This design comes from an exercise in tuning for small area, a short achievable clock period and few clock cycles on the open sky130 flow, not from production work. At most, simulation tests tie the RTL to the original design; equivalence was not proved. Power and IR drop assume default switching activity.

Design bk_unpack, start of the top module:
module bk_unpack (
    input  wire        clk,
    input  wire        rst,             
    input  wire        start,           
    input  wire [15:0] packed_size,
    input  wire [15:0] unpacked_size,
    input  wire [15:0] buf_len,
    output wire        idle,
    output reg         done,            
    output reg  [3:0]  status,
    output reg         mem_req,
    output reg         mem_we,
    output reg  [15:0] mem_addr,
    output wire [7:0]  mem_wdata,
    input  wire        mem_gnt,
    input  wire [7:0]  mem_rdata
);
clock: 6.0 ns
lec_check: 0
cap_margin: 20
core_margin: 2
core_utilization: 65
setup_slack_margin: 2.2
slew_margin: 20
standard.sh (not shown) runs the stock make flow with config.mk's settings and CLKGATE_MAP_FILE= SYNTH_SCRIPT=/design/flow/synth_recipe.tcl, a recipe that flattens the netlist after the stock synthesis.
==> flow/flow/run.sh <==
#!/bin/bash
# Layout: the standard ORFS flow (standard.sh, unchanged synthesis and
# steps), with the port buffers that global placement inserts made
# sky130_fd_sc_hd__buf_1 cells instead of the default pick. Every input and
# output port still gets its own buffer. make's output goes to
# standard_flow.log; each ORFS step keeps its own log under orfs/logs/.
set -euo pipefail
export BUFFER_PORTS_ARGS="-buffer_cell sky130_fd_sc_hd__buf_1"
bash ./standard.sh > standard_flow.log 2>&1
Edit:
--- a/flow/design.v
+++ b/flow/design.v
@@ -133,26 +133,28 @@
                 hc3 = f[13:11];
             end
             endcase
         end
     end
     wire [5:0]  npos = (st == S_HDR) ? hp : (st == S_H2) ? p12 : p8;
     wire        xing = (st == S_HDR) ? hx : (st == S_H2) ? x12 : x8;
     wire [5:0]  pos_n = {npos[5] & ~xing, npos[4:0]};
     wire [2:0]  c3_n  = (st == S_HDR) ? hc3 : (st == S_H2) ? f[14:12] : f[10:8];
     wire        c3v_n = xing | nx_valid | ~(npos[5] | (npos[4:1] == 4'b1111));
     wire        pos30 = pos[5] | (pos[4:1] == 4'b1111);
     wire        c3_fill = (st == S_HDR) & ~dst[16] & ~c3v & (~pos30 | nx_valid);
-    wire [16:0] sum    = dst + {5'd0, off};                
-    wire        hz_now = $signed(dst) < $signed({1'b0, rptr});
+    wire        sel_ra = (st == S_REF) & ~ref_rd;
+    wire [17:0] sum_x  = {dst, 1'b1} + (sel_ra ? {5'd0, off, 1'b0} : {1'b1, ~rptr, 1'b1});
+    wire [16:0] sum    = sum_x[17:1];
+    wire        hz_now = sum[16];
     wire        cok     = nx_valid & (fresh | ~hz_pre);    
     wire        hz_stall = nx_valid & ~fresh & hz_pre;
     wire        dec_st  = (st == S_HDR) | (st == S_H2) | (st == S_LIT);
     wire        hdr_end = (st == S_HDR) & dst[16];         
     wire        pf_urgent = ~((st == S_HDR) | (st == S_H2) | (st == S_LIT) | (st == S_REF)) | (pos >= PF_AT);
     wire        pf_first  = pf_want & pf_urgent;
     wire        lit_slot = sfree & ~pf_first;
     wire        en_hdr  = (st == S_HDR) & ~dst[16] & c3v;
     wire        en_h2   = (st == S_H2);
     wire        en_lit  = (st == S_LIT) & ~dst[16] & lit_slot;
     wire        go_hdr  = en_hdr & (~hx | cok);
     wire        go_h2   = en_h2 & (~x12 | cok);
@@ -177,25 +179,25 @@
             status  <= ST_OK;
             mem_req <= 1'b0;
             mem_we  <= 1'b0;
             rdv     <= 1'b0;
             rrq     <= 1'b0;
             commit_d <= 1'b0;
             f6_r    <= 1'b0;
             f7_r    <= 1'b0;
         end else begin
             done   <= 1'b0;
             rdv    <= acc & ~mem_we;
             rdk    <= op_pf;
-            hz_pre <= hz_now;
+            if (!sel_ra) hz_pre <= hz_now;
             rrq    <= need_rr;
             f6_r   <= nobits & ~f6_r & ~f7_r;
             f7_r   <= lit_f7 & ~f6_r & ~f7_r;
             commit_d <= commit | trl_take;
             if (commit | trl_take) chunk <= nxt;
             if (commit_d) begin
                 crc    <= crc ^ chunk;
                 rptr   <= {rptr[15:2] - 14'd1, rptr[1:0]};
                 nx_cnt <= 3'd0;
                 pf_iss <= 3'd0;
                 fresh  <= 1'b0;
             end
The new run ran to the end with no violations.
Total power went down by 0.39%.
Worst hold slack is worse by 0.014 ns.
Sequential power went down by about 2%.
Area after synthesis went down by about 1%.
Setup slack is worse by 0.040 ns.
Cell area went down by 0.80%.
Via count went down by 2.2%.
Testbench counts after the change, summed over its fixed seeds: cycles 118,040.
The RTL of the first run of this note was laid out without a check of its function.

========
The RTL this note starts from:
==> flow/design.v <==
module bk_unpack (
    input  wire        clk,
    input  wire        rst,             
    input  wire        start,           
    input  wire [15:0] packed_size,
    input  wire [15:0] unpacked_size,
    input  wire [15:0] buf_len,
    output wire        idle,
    output reg         done,            
    output reg  [3:0]  status,
    output reg         mem_req,
    output reg         mem_we,
    output reg  [15:0] mem_addr,
    output wire [7:0]  mem_wdata,
    input  wire        mem_gnt,
    input  wire [7:0]  mem_rdata
);
    localparam [3:0] ST_OK        = 4'd0,
                     ST_CHECKSUM  = 4'd1,
                     ST_TRAILER   = 4'd3,
                     ST_BUFSMALL  = 4'd4,
                     ST_SIZE      = 4'd5,
                     ST_READBND   = 4'd6,
                     ST_WRITEBND  = 4'd7,
                     ST_REFBND    = 4'd8;
    localparam [2:0] S_IDLE = 3'd0,
                     S_TRL  = 3'd1,    
                     S_NORM = 3'd2,    
                     S_HDR  = 3'd3,    
                     S_H2   = 3'd4,    
                     S_LIT  = 3'd5,    
                     S_REF  = 3'd6,    
                     S_FIN  = 3'd7;    
    reg  [2:0]  st;
    reg  [15:0] rptr;      
    reg  [2:0]  pf_iss;    
    reg  [2:0]  nx_cnt;    
    reg  [31:0] nxt;
    reg  [31:0] chunk;
    reg  [31:0] crc;
    reg  [5:0]  pos;       
    reg         fresh;     
    reg         rrq;       
    reg         commit_d;  
    reg         f6_r;      
    reg         f7_r;      
    reg         hz_pre;    
    reg  [16:0] dst;       
    reg  [12:0] nmd;       
    reg  [1:0]  tw;        
    reg  [8:0]  cnt;       
    reg         x9;        
    reg  [11:0] off;
    reg         rfirst;
    reg  [7:0]  wd_q;      
    reg         wd_rd;     
    reg         rdv;       
    reg         rdk;       
    reg         op_pf;     
    assign idle = (st == S_IDLE);
    assign mem_wdata = wd_rd ? mem_rdata : wd_q;
    wire sfree    = ~mem_req | mem_gnt;
    wire acc      = mem_req & mem_gnt;
    wire pf_arr   = rdv & rdk;
    wire ref_rd   = mem_req & ~mem_we & ~op_pf;    
    wire ref_racc = ref_rd & mem_gnt;
    wire nx_valid = nx_cnt[2];
    wire rptr_ok  = |rptr[15:2];    
    wire [15:0] rptr_m1 = rptr - 16'd1;
    wire active   = (st != S_IDLE) && (st != S_FIN);
    wire pf_want  = active && !pf_iss[2] && ((pf_iss != 3'd0) || rptr_ok);
    wire exhausted = (pf_iss == 3'd0) && !rptr_ok;
    wire [43:0] w0  = {nxt[11:0], chunk};
    wire [27:0] w1s = pos[4] ? w0[43:16] : w0[27:0];
    wire [19:0] w2s = pos[3] ? w1s[27:8] : w1s[19:0];
    wire [15:0] w3s = pos[2] ? w2s[19:4] : w2s[15:0];
    wire [13:0] w4s = pos[1] ? w3s[15:2] : w3s[13:0];
    wire [12:0] w5s = pos[0] ? w4s[13:1] : w4s[12:0];
    wire [12:0] f   = pos[5] ? nxt[12:0] : w5s;
    wire [5:0] p1  = pos + 6'd1;
    wire [5:0] p5  = pos + 6'd5;
    wire [5:0] p8  = pos + 6'd8;
    wire [5:0] p10 = pos + 6'd10;
    wire [5:0] p11 = pos + 6'd11;
    wire [5:0] p12 = pos + 6'd12;
    wire [5:0] p13 = pos + 6'd13;
    wire x5  = pos > 6'd27;
    wire x8  = pos > 6'd24;
    wire x10 = pos > 6'd22;
    wire x11 = pos > 6'd21;
    wire x12 = pos > 6'd20;
    wire x13 = pos > 6'd19;
    reg  [5:0]  hp;        
    reg         hx;        
    reg  [1:0]  hkind;     
    reg  [8:0]  hcnt;
    reg  [11:0] hoff;
    always @* begin
        hoff = 12'd0;
        if (!f[0]) begin
            if (!f[1]) begin
                hp = p5;  hx = x5;  hkind = 2'd0; hcnt = {6'd0, f[2], f[3], f[4]};
            end else begin
                hp = p10; hx = x10; hkind = 2'd1; hcnt = 9'd1;
                hoff = {4'd0, f[2], f[3], f[4], f[5], f[6], f[7], f[8], f[9]};
            end
        end else begin
            case ({f[1], f[2]})
            2'b00: begin
                hp = p12; hx = x12; hkind = 2'd1; hcnt = 9'd2;
                hoff = {3'd0, f[3], f[4], f[5], f[6], f[7], f[8], f[9], f[10], f[11]};
            end
            2'b01: begin
                hp = p13; hx = x13; hkind = 2'd1; hcnt = 9'd3;
                hoff = {2'd0, f[3], f[4], f[5], f[6], f[7], f[8], f[9], f[10], f[11], f[12]};
            end
            2'b10: begin
                hp = p11; hx = x11; hkind = 2'd2;
                hcnt = {1'b0, f[3], f[4], f[5], f[6], f[7], f[8], f[9], f[10]};
            end
            default: begin
                hp = p11; hx = x11; hkind = 2'd0;
                hcnt = {1'b0, f[3], f[4], f[5], f[6], f[7], f[8], f[9], f[10]};
            end
            endcase
        end
    end
    wire [5:0]  npos = (st == S_HDR) ? hp : (st == S_H2) ? p12 : p8;
    wire        xing = (st == S_HDR) ? hx : (st == S_H2) ? x12 : x8;
    wire [5:0]  pos_n = {npos[5] & ~xing, npos[4:0]};
    wire        sel_ra = (st == S_REF) & ~ref_rd;
    wire [17:0] sum_x  = {dst, 1'b1} + (sel_ra ? {5'd0, off, 1'b0} : {1'b1, ~rptr, 1'b1});
    wire [16:0] sum    = sum_x[17:1];
    wire        hz_now = sum[16] | (sum[15:2] == 14'd0);
    wire        cok     = nx_valid & (fresh | ~hz_pre);    
    wire        hz_stall = nx_valid & ~fresh & hz_pre;
    wire        dec_st  = (st == S_HDR) | (st == S_H2) | (st == S_LIT);
    wire        hdr_end = (st == S_HDR) & dst[16];         
    wire        lit_slot = sfree & ~pf_want;
    wire        en_hdr  = (st == S_HDR) & ~dst[16];
    wire        en_h2   = (st == S_H2);
    wire        en_lit  = (st == S_LIT) & ~dst[16] & lit_slot;
    wire        go_hdr  = en_hdr & (~hx | cok);
    wire        go_h2   = en_h2 & (~x12 | cok);
    wire        go_lit  = en_lit & (~x8 | cok);
    wire        go      = go_hdr | go_h2 | go_lit;          
    wire        commit  = (en_hdr & hx & cok) | (en_h2 & x12 & cok) | (en_lit & x8 & cok);
    wire        trl_take = (st == S_TRL) & nx_valid & ~commit_d & (tw[1] ^ tw[0]);
    wire        need_rr = dec_st & ~hdr_end & xing & hz_stall & ~rrq;
    wire        nobits  = dec_st & ~hdr_end & xing & ~nx_valid & exhausted;
    wire        lit_f7  = (st == S_LIT) & dst[16] & (~x8 | nx_valid);
    wire [7:0]  lbyte = {f[0], f[1], f[2], f[3], f[4], f[5], f[6], f[7]};
    wire        bnd_bad = ~nmd[12] & (off >= nmd[11:0]);
    wire        lit_go  = go_lit;
    wire        ref_w   = (st == S_REF) && ref_racc;
    wire        wr_go   = lit_go | ref_w;
    always @(posedge clk) begin
        if (rst) begin
            st      <= S_IDLE;
            done    <= 1'b0;
            status  <= ST_OK;
            mem_req <= 1'b0;
            mem_we  <= 1'b0;
            rdv     <= 1'b0;
            rrq     <= 1'b0;
            commit_d <= 1'b0;
            f6_r    <= 1'b0;
            f7_r    <= 1'b0;
        end else begin
            done   <= 1'b0;
            rdv    <= acc & ~mem_we;
            rdk    <= op_pf;
            if (!sel_ra) hz_pre <= hz_now;
            rrq    <= need_rr;
            f6_r   <= nobits & ~f6_r & ~f7_r;
            f7_r   <= lit_f7 & ~f6_r & ~f7_r;
            commit_d <= commit | trl_take;
            if (commit | trl_take) chunk <= nxt;
            if (commit_d) begin
                crc    <= crc ^ chunk;
                nx_cnt <= 3'd0;
                pf_iss <= 3'd0;
                fresh  <= 1'b0;
            end
            if (rrq) begin
                rptr   <= rptr + 16'd4;
                pf_iss <= 3'd0;
                nx_cnt <= 3'd0;
                fresh  <= 1'b1;
            end
            if (acc) mem_req <= 1'b0;
            if (pf_arr) begin
                nxt    <= {mem_rdata, nxt[31:8]};
                nx_cnt <= nx_cnt + 3'd1;
            end
            if (mem_req && mem_we && wd_rd) begin
                wd_q  <= mem_rdata;
                wd_rd <= 1'b0;
            end
            if (sfree && pf_want && !ref_w) begin
                mem_req  <= 1'b1;
                mem_we   <= 1'b0;
                mem_addr <= rptr_m1;
                op_pf    <= 1'b1;
                rptr     <= rptr_m1;
                pf_iss   <= pf_iss + 3'd1;
            end
            if (wr_go) begin
                mem_req  <= 1'b1;
                mem_we   <= 1'b1;
                mem_addr <= dst[15:0];
                op_pf    <= 1'b0;
                wd_rd    <= ref_w;
                dst      <= dst - 17'd1;
                cnt      <= cnt - 9'd1;
                if (!nmd[12]) nmd <= nmd + 13'd1;
                if (cnt == 9'd0) begin
                    if (x9) begin
                        cnt <= 9'd7;
                        x9  <= 1'b0;
                    end else begin
                        st  <= S_HDR;
                    end
                end
            end
            case (st)
            S_IDLE: begin
                mem_req <= 1'b0;
                if (start) begin
                    if (packed_size < 16'd12) begin
                        status <= ST_TRAILER;
                        done   <= 1'b1;
                    end else if (packed_size > buf_len || unpacked_size > buf_len) begin
                        status <= ST_BUFSMALL;
                        done   <= 1'b1;
                    end else begin
                        rptr   <= packed_size;
                        pf_iss <= 3'd0;
                        nx_cnt <= 3'd0;
                        dst    <= {1'b0, unpacked_size};
                        crc    <= 32'd0;
                        tw     <= 2'd0;
                        fresh  <= 1'b0;
                        st     <= S_TRL;
                    end
                end
            end
            S_TRL: begin
                if (nx_valid && !commit_d) begin
                    tw <= tw + 2'd1;
                    if (tw == 2'd0) begin
                        nx_cnt <= 3'd0;
                        pf_iss <= 3'd0;
                        if (nxt != {15'd0, dst}) begin
                            status  <= ST_SIZE;
                            done    <= 1'b1;
                            mem_req <= 1'b0;
                            st      <= S_IDLE;
                        end
                    end else if (tw == 2'd2) begin
                        pos   <= 6'd0;
                        dst   <= dst - 17'd1;
                        nmd   <= 13'd1;
                        st    <= S_NORM;
                    end
                end
            end
            S_NORM: begin
                if (pos[5]) begin
                    st <= S_HDR;
                end else begin
                    chunk <= {chunk[30:0], 1'b0};
                    pos   <= p1;
                    if (chunk[31]) st <= S_HDR;
                end
            end
            S_HDR, S_H2, S_LIT: begin
                if (hdr_end) begin
                    st <= S_FIN;
                end else if (f6_r | f7_r) begin
                    status  <= f6_r ? ST_READBND : ST_WRITEBND;
                    done    <= 1'b1;
                    mem_req <= 1'b0;
                    st      <= S_IDLE;
                end
                if (go) begin
                    pos <= pos_n;
                    if (st == S_HDR) begin
                        cnt    <= hcnt;
                        x9     <= f[0] & f[1] & f[2];
                        off    <= hoff;
                        rfirst <= 1'b1;
                        st     <= (hkind == 2'd0) ? S_LIT : (hkind == 2'd1) ? S_REF : S_H2;
                    end else if (st == S_H2) begin
                        off <= {f[0], f[1], f[2], f[3], f[4], f[5], f[6], f[7], f[8], f[9], f[10], f[11]};
                        st  <= S_REF;
                    end else begin
                        wd_q <= lbyte;
                    end
                end
            end
            S_REF: begin
                if (rfirst && bnd_bad) begin
                    status  <= ST_REFBND;
                    done    <= 1'b1;
                    mem_req <= 1'b0;
                    st      <= S_IDLE;
                end else if (dst[16] && !ref_rd) begin
                    status  <= ST_WRITEBND;
                    done    <= 1'b1;
                    mem_req <= 1'b0;
                    st      <= S_IDLE;
                end else begin
                    rfirst <= 1'b0;
                    if (sfree && !pf_want && !ref_rd) begin
                        mem_req  <= 1'b1;
                        mem_we   <= 1'b0;
                        mem_addr <= sum[15:0];
                        op_pf    <= 1'b0;
                    end
                end
            end
            S_FIN: begin
                if (!(mem_req && mem_we && !mem_gnt)) begin
                    status  <= (crc != 32'd0) ? ST_CHECKSUM : ST_OK;
                    done    <= 1'b1;
                    mem_req <= 1'b0;
                    st      <= S_IDLE;
                end
            end
            default: st <= S_IDLE;
            endcase
        end
    end
endmodule
clock: 6.0 ns
lec_check: 0
cap_margin: 20
core_margin: 2
core_utilization: 65
setup_slack_margin: 2.0
slew_margin: 20
run.sh (not shown) runs the stock make flow with config.mk's settings and CLKGATE_MAP_FILE= SYNTH_SCRIPT=/design/flow/synth_recipe.tcl, a recipe that flattens the netlist after the stock synthesis.
Stock flow here: none of the scripts above is used.
Then changed:
--- a/flow/design.v
+++ b/flow/design.v
@@ -22,8 +22,9 @@
                      ST_SIZE      = 4'd5,
                      ST_READBND   = 4'd6,
                      ST_WRITEBND  = 4'd7,
                      ST_REFBND    = 4'd8;
+    localparam [5:0] PF_AT = 6'd8;
     localparam [2:0] S_IDLE = 3'd0,
                      S_TRL  = 3'd1,    
                      S_NORM = 3'd2,    
                      S_HDR  = 3'd3,    
@@ -65,9 +66,9 @@
     wire ref_rd   = mem_req & ~mem_we & ~op_pf;    
     wire ref_racc = ref_rd & mem_gnt;
     wire nx_valid = nx_cnt[2];
     wire rptr_ok  = |rptr[15:2];    
-    wire [15:0] rptr_m1 = rptr - 16'd1;
+    wire [15:0] pf_addr = rptr + {14'h3fff, ~pf_iss[1:0]};    
     wire active   = (st != S_IDLE) && (st != S_FIN);
     wire pf_want  = active && !pf_iss[2] && ((pf_iss != 3'd0) || rptr_ok);
     wire exhausted = (pf_iss == 3'd0) && !rptr_ok;
     wire [43:0] w0  = {nxt[11:0], chunk};
@@ -130,14 +131,16 @@
     wire [5:0]  pos_n = {npos[5] & ~xing, npos[4:0]};
     wire        sel_ra = (st == S_REF) & ~ref_rd;
     wire [17:0] sum_x  = {dst, 1'b1} + (sel_ra ? {5'd0, off, 1'b0} : {1'b1, ~rptr, 1'b1});
     wire [16:0] sum    = sum_x[17:1];
-    wire        hz_now = sum[16] | (sum[15:2] == 14'd0);
+    wire        hz_now = sum[16];
     wire        cok     = nx_valid & (fresh | ~hz_pre);    
     wire        hz_stall = nx_valid & ~fresh & hz_pre;
     wire        dec_st  = (st == S_HDR) | (st == S_H2) | (st == S_LIT);
     wire        hdr_end = (st == S_HDR) & dst[16];         
-    wire        lit_slot = sfree & ~pf_want;
+    wire        pf_urgent = ~((st == S_HDR) | (st == S_H2) | (st == S_LIT) | (st == S_REF)) | (pos >= PF_AT);
+    wire        pf_first  = pf_want & pf_urgent;
+    wire        lit_slot = sfree & ~pf_first;
     wire        en_hdr  = (st == S_HDR) & ~dst[16];
     wire        en_h2   = (st == S_H2);
     wire        en_lit  = (st == S_LIT) & ~dst[16] & lit_slot;
     wire        go_hdr  = en_hdr & (~hx | cok);
@@ -153,8 +156,9 @@
     wire        bnd_bad = ~nmd[12] & (off >= nmd[11:0]);
     wire        lit_go  = go_lit;
     wire        ref_w   = (st == S_REF) && ref_racc;
     wire        wr_go   = lit_go | ref_w;
+    wire        ref_r   = (st == S_REF) & sfree & ~pf_first & ~ref_rd & ~(rfirst & bnd_bad) & ~dst[16];
     always @(posedge clk) begin
         if (rst) begin
             st      <= S_IDLE;
             done    <= 1'b0;
@@ -177,14 +181,14 @@
             commit_d <= commit | trl_take;
             if (commit | trl_take) chunk <= nxt;
             if (commit_d) begin
                 crc    <= crc ^ chunk;
+                rptr   <= {rptr[15:2] - 14'd1, rptr[1:0]};
                 nx_cnt <= 3'd0;
                 pf_iss <= 3'd0;
                 fresh  <= 1'b0;
             end
             if (rrq) begin
-                rptr   <= rptr + 16'd4;
                 pf_iss <= 3'd0;
                 nx_cnt <= 3'd0;
                 fresh  <= 1'b1;
             end
@@ -196,14 +200,13 @@
             if (mem_req && mem_we && wd_rd) begin
                 wd_q  <= mem_rdata;
                 wd_rd <= 1'b0;
             end
-            if (sfree && pf_want && !ref_w) begin
+            if (sfree && pf_want && !ref_w && (pf_urgent || !(lit_go || ref_r))) begin
                 mem_req  <= 1'b1;
                 mem_we   <= 1'b0;
-                mem_addr <= rptr_m1;
+                mem_addr <= pf_addr;
                 op_pf    <= 1'b1;
-                rptr     <= rptr_m1;
                 pf_iss   <= pf_iss + 3'd1;
             end
             if (wr_go) begin
                 mem_req  <= 1'b1;
@@ -250,8 +253,9 @@
                     tw <= tw + 2'd1;
                     if (tw == 2'd0) begin
                         nx_cnt <= 3'd0;
                         pf_iss <= 3'd0;
+                        rptr   <= {rptr[15:2] - 14'd1, rptr[1:0]};
                         if (nxt != {15'd0, dst}) begin
                             status  <= ST_SIZE;
                             done    <= 1'b1;
                             mem_req <= 1'b0;
@@ -311,9 +315,9 @@
                     mem_req <= 1'b0;
                     st      <= S_IDLE;
                 end else begin
                     rfirst <= 1'b0;
-                    if (sfree && !pf_want && !ref_rd) begin
+                    if (ref_r) begin
                         mem_req  <= 1'b1;
                         mem_we   <= 1'b0;
                         mem_addr <= sum[15:0];
                         op_pf    <= 1'b0;
Power went up by 1.8%.
Die area went down by 2.2%.
Cell count went down by 0.78%.
Via count went down by 2.7%.
Wire length went down by 4.4%.
Area after synthesis went down by 2.2%.
Testbench counts after the change, summed over its fixed seeds: cycles 117,870.
For the first run of this note, only the layout was checked, not whether the RTL still works.

[re-timing with driven ports]
Ports are ideal in the flow. The routed layouts listed here were re-timed in OpenROAD. Step 1: set_driving_cell puts a clkbuf_16 on clk and a buf_2 on each other input, an assumption about the parent block. Step 2 times the ports against the registers' clock, not the clock port: input delays grow and output delays shrink by t, the midpoint of the rising clock arrivals with the driver on. Slacks: no drivers / after step 1 / after step 2; pairs: no drivers / after step 1.
run	t, ns	setup slack, ns	worst register clock-pin slew, ns	worst data-port slew with drivers (ns)
the first run of note 1	0.587	2.325 / 2.325 / 1.864	0.06 / 0.06	0.05
the second run of note 1	0.601	2.285 / 2.285 / 1.865	0.07 / 0.07	0.06
the first run of note 2	0.598	2.112 / 2.112 / 1.621	0.07 / 0.07	0.05
the second run of note 2	0.583	2.065 / 2.064 / 1.482	0.07 / 0.07	0.05
After both steps setup and hold are still met in every run listed. For the second run of note 2, which loses most, drivers alone change the setup slack by -0.001 ns; drivers and shift together by -0.583 ns.
